From an optimization exercise on the open Yosys and OpenROAD flow, aimed at small area, a short achievable clock period and few clock cycles per item; shortcuts taken in it are not production practice. Function was checked by simulation only, so behaviour that the tests miss may differ from the original.

==> flow/run.sh <==
#!/bin/bash
# synth_recipe.tcl (not shown) runs the flow's synth.tcl, then flattens the netlist and writes it again
# the make line also repeats each setting of config.mk as NAME=value (left out here)
make -C /OpenROAD-flow-scripts/flow DESIGN_CONFIG=/design/flow/config.mk WORK_HOME=/design/flow/orfs CLKGATE_MAP_FILE= SYNTH_SCRIPT=/design/flow/synth_recipe.tcl finish
==> flow/config.mk <==
export PLATFORM = sky130hd
export DESIGN_NAME = ate1_pixel_unit
export DESIGN_NICKNAME = ate1_pixel_unit
export VERILOG_FILES = /design/flow/design.v
export SDC_FILE = /design/flow/constraint.sdc
export NUM_CORES = 8
export LEC_CHECK = 0
export CAP_MARGIN = 20
export CORE_MARGIN = 2
export CORE_UTILIZATION = 35
export SLEW_MARGIN = 20
==> flow/constraint.sdc <==
create_clock -name core_clock -period 16.0 [get_ports {clk}]
set_input_delay 3.2000 -clock core_clock [delete_from_list [all_inputs] [get_ports {clk}]]
set_output_delay 3.2000 -clock core_clock [all_outputs]
set_load 0.01 [all_outputs]
==> flow/design.v <==
module ate1_pixel_unit (
    input  wire        clk,
    input  wire        rst,         
    input  wire        in_valid,
    output wire        in_ready,
    input  wire [3:0]  in_op,
    input  wire [63:0] in_d,
    input  wire [63:0] in_s,
    input  wire [16:0] in_t,
    output reg         out_valid,
    input  wire        out_ready,
    output reg  [63:0] out_p
);
    localparam OP_ADD      = 4'd0;
    localparam OP_SUB      = 4'd1;
    localparam OP_MULC     = 4'd2;
    localparam OP_MIN      = 4'd3;
    localparam OP_MAX      = 4'd4;
    localparam OP_SETALPHA = 4'd5;
    localparam OP_PREALPHA = 4'd6;
    localparam OP_OVER     = 4'd7;
    localparam OP_MULTIPLY = 4'd8;
    localparam OP_SCREEN   = 4'd9;
    localparam OP_DARKEN   = 4'd10;
    localparam OP_LIGHTEN  = 4'd11;
    localparam OP_LERP     = 4'd12;
    localparam OP_INIT32   = 4'd13;
    localparam OP_TLERP    = 4'd14;
    localparam OP_TSEL     = 4'd15;
    function [15:0] mul_intens;
        input [15:0] a;
        input [15:0] b;
        reg   [32:0] x;
        reg   [32:0] y;
        begin
            x = {1'b0, a} * {1'b0, b} + 33'h8000;
            y = x + (x >> 16);
            mul_intens = y[31:16];
        end
    endfunction
    function [15:0] sat;
        input signed [18:0] v;
        begin
            if (v < 0)
                sat = 16'd0;
            else if (v > 19'sd65535)
                sat = 16'hffff;
            else
                sat = v[15:0];
        end
    endfunction
    function signed [18:0] ext;
        input [15:0] v;
        begin
            ext = {3'b000, v};
        end
    endfunction
    function [15:0] lerp;
        input [16:0] t;
        input [15:0] a;
        input [15:0] b;
        reg signed [17:0] diff;
        reg signed [35:0] prod;
        reg signed [35:0] sum;
        begin
            diff = $signed({2'b00, b}) - $signed({2'b00, a});
            prod = $signed({1'b0, t}) * diff;
            sum  = $signed({20'd0, a}) + (prod >>> 16);
            lerp = sum[15:0];
        end
    endfunction
    reg        s1_valid;
    reg [3:0]  s1_op;
    reg [63:0] s1_d;
    reg [63:0] s1_s;
    reg [16:0] s1_t;
    wire advance = out_ready || !out_valid;
    assign in_ready = advance;
    always @(posedge clk) begin
        if (rst) begin
            s1_valid <= 1'b0;
        end else if (advance) begin
            s1_valid <= in_valid;
            s1_op    <= in_op;
            s1_d     <= in_d;
            s1_s     <= in_s;
            s1_t     <= in_t;
        end
    end
    wire [15:0] da = s1_d[63:48];
    wire [15:0] sa = s1_s[63:48];
    wire [15:0] sr = s1_s[15:0];
    wire [15:0] k  = s1_t[15:0];
    wire [15:0] ta = sat(ext(da) + ext(mul_intens(sa, ~da)));
    wire [15:0] init_a = {s1_s[31:24], s1_s[31:24]};
    wire [15:0] init_r = mul_intens({s1_s[23:16], s1_s[23:16]}, init_a);
    wire [15:0] init_g = mul_intens({s1_s[15:8],  s1_s[15:8]},  init_a);
    wire [15:0] init_b = mul_intens({s1_s[7:0],   s1_s[7:0]},   init_a);
    wire [63:0] init_p = {init_a, init_b, init_g, init_r};
    reg [63:0] result;
    integer c;
    reg [15:0] dc, sc, rc;
    always @(*) begin
        result = 64'd0;
        for (c = 0; c < 4; c = c + 1) begin
            dc = s1_d[16*c +: 16];
            sc = s1_s[16*c +: 16];
            case (s1_op)
                OP_ADD:      rc = sat(ext(dc) + ext(sc));
                OP_SUB:      rc = sat(ext(dc) - ext(sc));
                OP_MULC:     rc = mul_intens(dc, sc);
                OP_MIN:      rc = (dc < sc) ? dc : sc;
                OP_MAX:      rc = (dc > sc) ? dc : sc;
                OP_SETALPHA: rc = (c == 3) ? sr : dc;
                OP_PREALPHA: rc = (c == 3) ? sr : mul_intens(dc, sr);
                OP_OVER:     rc = sat(ext(mul_intens(~sa, dc)) + ext(sc));
                OP_MULTIPLY: rc = (c == 3) ? ta :
                                  sat(ext(mul_intens(~sa, dc)) + ext(mul_intens(~da, sc)) +
                                      ext(mul_intens(sc, dc)));
                OP_SCREEN:   rc = sat(ext(dc) + ext(mul_intens(sc, ~dc)));
                OP_DARKEN:   rc = (c == 3) ? ta :
                                  sat(ext(dc) + ext(sc) -
                                      ((mul_intens(sc, da) > mul_intens(dc, sa)) ?
                                       ext(mul_intens(sc, da)) : ext(mul_intens(dc, sa))));
                OP_LIGHTEN:  rc = (c == 3) ? ta :
                                  sat(ext(dc) + ext(sc) -
                                      ((mul_intens(sc, da) < mul_intens(dc, sa)) ?
                                       ext(mul_intens(sc, da)) : ext(mul_intens(dc, sa))));
                OP_LERP:     rc = lerp(s1_t, dc, sc);
                OP_INIT32:   rc = init_p[16*c +: 16];
                OP_TLERP:    rc = sat(ext(mul_intens(~k, dc)) + ext(mul_intens(k, sc)));
                default:     rc = k[15] ? sc : dc;    
            endcase
            result[16*c +: 16] = rc;
        end
    end
    always @(posedge clk) begin
        if (rst) begin
            out_valid <= 1'b0;
        end else if (advance) begin
            out_valid <= s1_valid;
            out_p     <= result;
        end
    end
endmodule
==> impl_metrics.json <==
{
  "avgSynthCellArea_um2": 8.28,
  "slew_headroom_pct": 13.6,
  "vias": 329000,
  "synth-main-ff-cell": "edfxtp_1",
  "finalCritPeriodShare_pct": 95.6,
  "r2r_slack_ns": 0.70,
  "dieHeight_um": 1060,
  "overflow": 0,
  "synth_top_area_share_pct": 38.6,
  "r2r_cells": 48,
  "drc": 0,
  "wl_per_cell_um": 25.6,
  "htreeDepth": 2,
  "tritoncts": "done",
  "hp-start": "s1_valid",
  "syn2layout_area_growth_pct": 6.36,
  "routed_via_density": 5.38,
  "cp-start-kind": "flop",
  "clockRootBuffer": "clkbuf_16",
  "rows": 387,
  "firstDrtPassIters": 10,
  "syn-num-nets": 60400,
  "final_max_slew_viol_count": 0,
  "initial_core_util_pct": 35.1,
  "skew_ns": 0.0803,
  "grt_pass1_vias": 334000,
  "synth_seq_cells": 215,
  "gp_congestion": 0.988,
  "finalNonFillerCells": 61200,
  "synthTopCellsByArea": "fa_1, ha_1, inv_1",
  "hold_viol_final": 0,
  "critPathArrivalTime_ns": 15.94,
  "rsz0062_at_grt": "yes",
  "setup_ws_ns": 0.700,
  "max_freq_mhz": 65.4,
  "cp_common_cell": "fa_1",
  "cts_buffers": 50,
  "worst_path_max_delay_cell": "xnor2_1",
  "critPathCaptureType": "flop",
  "dp_cells": 60900,
  "yosysSeqAreaShare_pct": 1.65,
  "crit_family": "adder cells",
  "grt_util_all_layers_pct": 27.7,
  "crit_type": "reg2reg",
  "hold_buffers": 0,
  "core_area_um2": 1110000,
  "crit_fanout": 24,
  "synth_top_cell_by_area": "fa_1",
  "whs_ns": 0.468,
  "period_minus_slack_ns": 15.30,
  "grt_pass1_wl_um": 2290000,
  "yosys_warnings": 1,
  "synth_edf_count": 213,
  "min_path_type": "reg2reg",
  "place_hpwl_um": 1260000,
  "preCtsSetupSlack_ns": 0.573,
  "path_clk_slew_ns": 0.06,
  "die_area_um2": 1120000,
  "synth_cells": 47100,
  "wirelength_um": 1570000,
  "portBuffers": 218,
  "io_pins": 219,
  "cts.sinks": 215,
  "cts.path.max_buffers": 3,
  "r2r_start": "s1_s[56]",
  "worstSetupStartpoint": "s1_s[56]",
  "async_reset_ff_share_pct": 0,
  "synth.distinct_cells": 112,
  "regToRegEndpoint": "out_p[1]",
  "crit_end": "out_p[1]",
  "status": "complete, no violations",
  "antenna_found_initial": 217,
  "grt_max_degree": 80,
  "worstMarginPinSlew_ns": 1.29,
  "clk-insertion-delay-late_ns": 0.89,
  "cap_violations": 0,
  "finalNetCount": 59500,
  "finalSetupViolations": 0,
  "max_stage_delay_ns": 0.90,
  "crit_buf_inv": 7,
  "postRouteAntennaNets": 0,
  "cp.required_ns": 16.64,
  "cp_num_cells": 48,
  "synth_area_um2": 390000,
  "drt-initial-drc-count": 33300,
  "die_w_um": 1060,
  "layout-drive-gt1-share_pct": 3.44
}
[cells in the mapped netlist, drive strengths merged, types with 225 or more instances]
cell and instances:
nor2 4045, fa 7514, nand4 225, ha 5684
o21a 358, buf 423, nor2b 350, nor3 429
a211oi 243, a21o 637, nand2b 900, xor2 562
xnor2 1219, clkbuf 1797, a21oi 1449, nand3 439
o21ai 1195, nand2 5660, inv 10100, and2 877
[worst min-delay path: cells and delay by family, from the launching register on]
kind	cells	cell delay [ns]
DFF	1	0.32
and+or+nand+nor	1	0.05
AOI/OAI and AO/OA	1	0.05
[metrics by stage]
step                cell area (um^2)  setup TNS (ns)  utilization [%]
finish                        415000               0             37.3
global route                  414000         -0.0415             37.3
CTS                           414000               0             37.3
detailed placement            412000               0             37.1
global placement              412000               0             37.1
floorplan                     390000               0                -
[sequential cells by signal, indices dropped and copies added, names as in the netlist]
| name | flops |
|---|---|
| s1_s | 64 |
| s1_valid | 1 |
| s1_d | 64 |
| s1_op | 4 |
| out_p | 64 |
| s1_t | 17 |
| out_valid | 1 |
[metal layers]
metal	track usage (%)	vias to the layer above	wire length (um)
met3	6.83	3170	167000
met5	0	-	673
li1	-	144000	-
met2	42.3	15900	670000
met4	13.5	58	95700
met1	36.7	166000	632000
[worst min path at each step]
stage / to / cells after the start
2_1_floorplan: s1_valid / 2
3_3_place_gp: s1_valid / 2
3_5_place_dp: s1_valid / 2
4_1_cts: s1_valid / 2
5_1_grt: s1_valid / 2
6_report: s1_valid / 2
[cells in the final DEF (no fill, tap or decap), drive strengths merged, types with 900 or more instances in the layout]
| master | n |
|---|---|
| a21oi | 1449 |
| buf | 1052 |
| fa | 7514 |
| ha | 5684 |
| inv | 10100 |
| nand2 | 5660 |
| nand2b | 900 |
| nor2 | 4045 |
| o21ai | 1195 |
| xnor2 | 1219 |
[final cells by class]
type | count | area [um^2]
Fill cell | 115000 | 696000
Multi-Input combinational cell | 34500 | 338000
Sequential cell | 215 | 6440
Clock inverter | 38 | 483
Tap cell | 14800 | 18500
Inverter | 10100 | 38200
Clock buffer | 56 | 1270
Antenna cell | 224 | 561
Timing Repair Buffer | 1271 | 11600
[repair_timing]
action,CTS,global route
resized for setup,0,13
endpoints found under the setup margin,0,25
buffers inserted,0,4
[cells by family (layout without fill, tap and decap cells)]
group | Yosys count | in the layout | synth area share, %
other cells | 0 | 224 | 0
xor+xnor | 1782 | 1782 | 4.01
buf+inv | 12400 | 11500 | 11.9
simple gates | 13800 | 13800 | 15.9
fa+ha+maj | 13200 | 13200 | 56.8
flops | 215 | 215 | 1.65
mux | 152 | 152 | 0.393
compound gates | 5547 | 5547 | 9.30
Testbench counts, summed over its fixed seeds: cycles 32,016, items 32,000.

afterwards: timing with drivers on the ports:
No port has a modelled driver above. Below, the same layout with a new extraction and two added sets of constraints.
Step 1 (the two cells are an assumption about what drives the block):
set clk [get_ports {clk}]
set_driving_cell -lib_cell sky130_fd_sc_hd__clkbuf_16 $clk
set_driving_cell -lib_cell sky130_fd_sc_hd__buf_2 [delete_from_list [all_inputs] $clk]
Step 2 times the ports against the registers' clock, not the clock port: input delays grow and output delays shrink by t, the midpoint of the rising clock arrivals with the driver on.
Slacks: no drivers / after step 1 / after step 2; pairs: no drivers / after step 1.
t, ns: 1.009
slack for setup (ns): 0.700 / 0.700 / 0.700
worst setup path after step 2: register to register
clock arrival spread, ns: 0.090 / 0.090
worst slew at a driven data input, ns: 0.21
After both steps this run still meets setup and hold. The setup slack of this run moves by 0.000 ns with the drivers and by 0.000 ns with both steps.
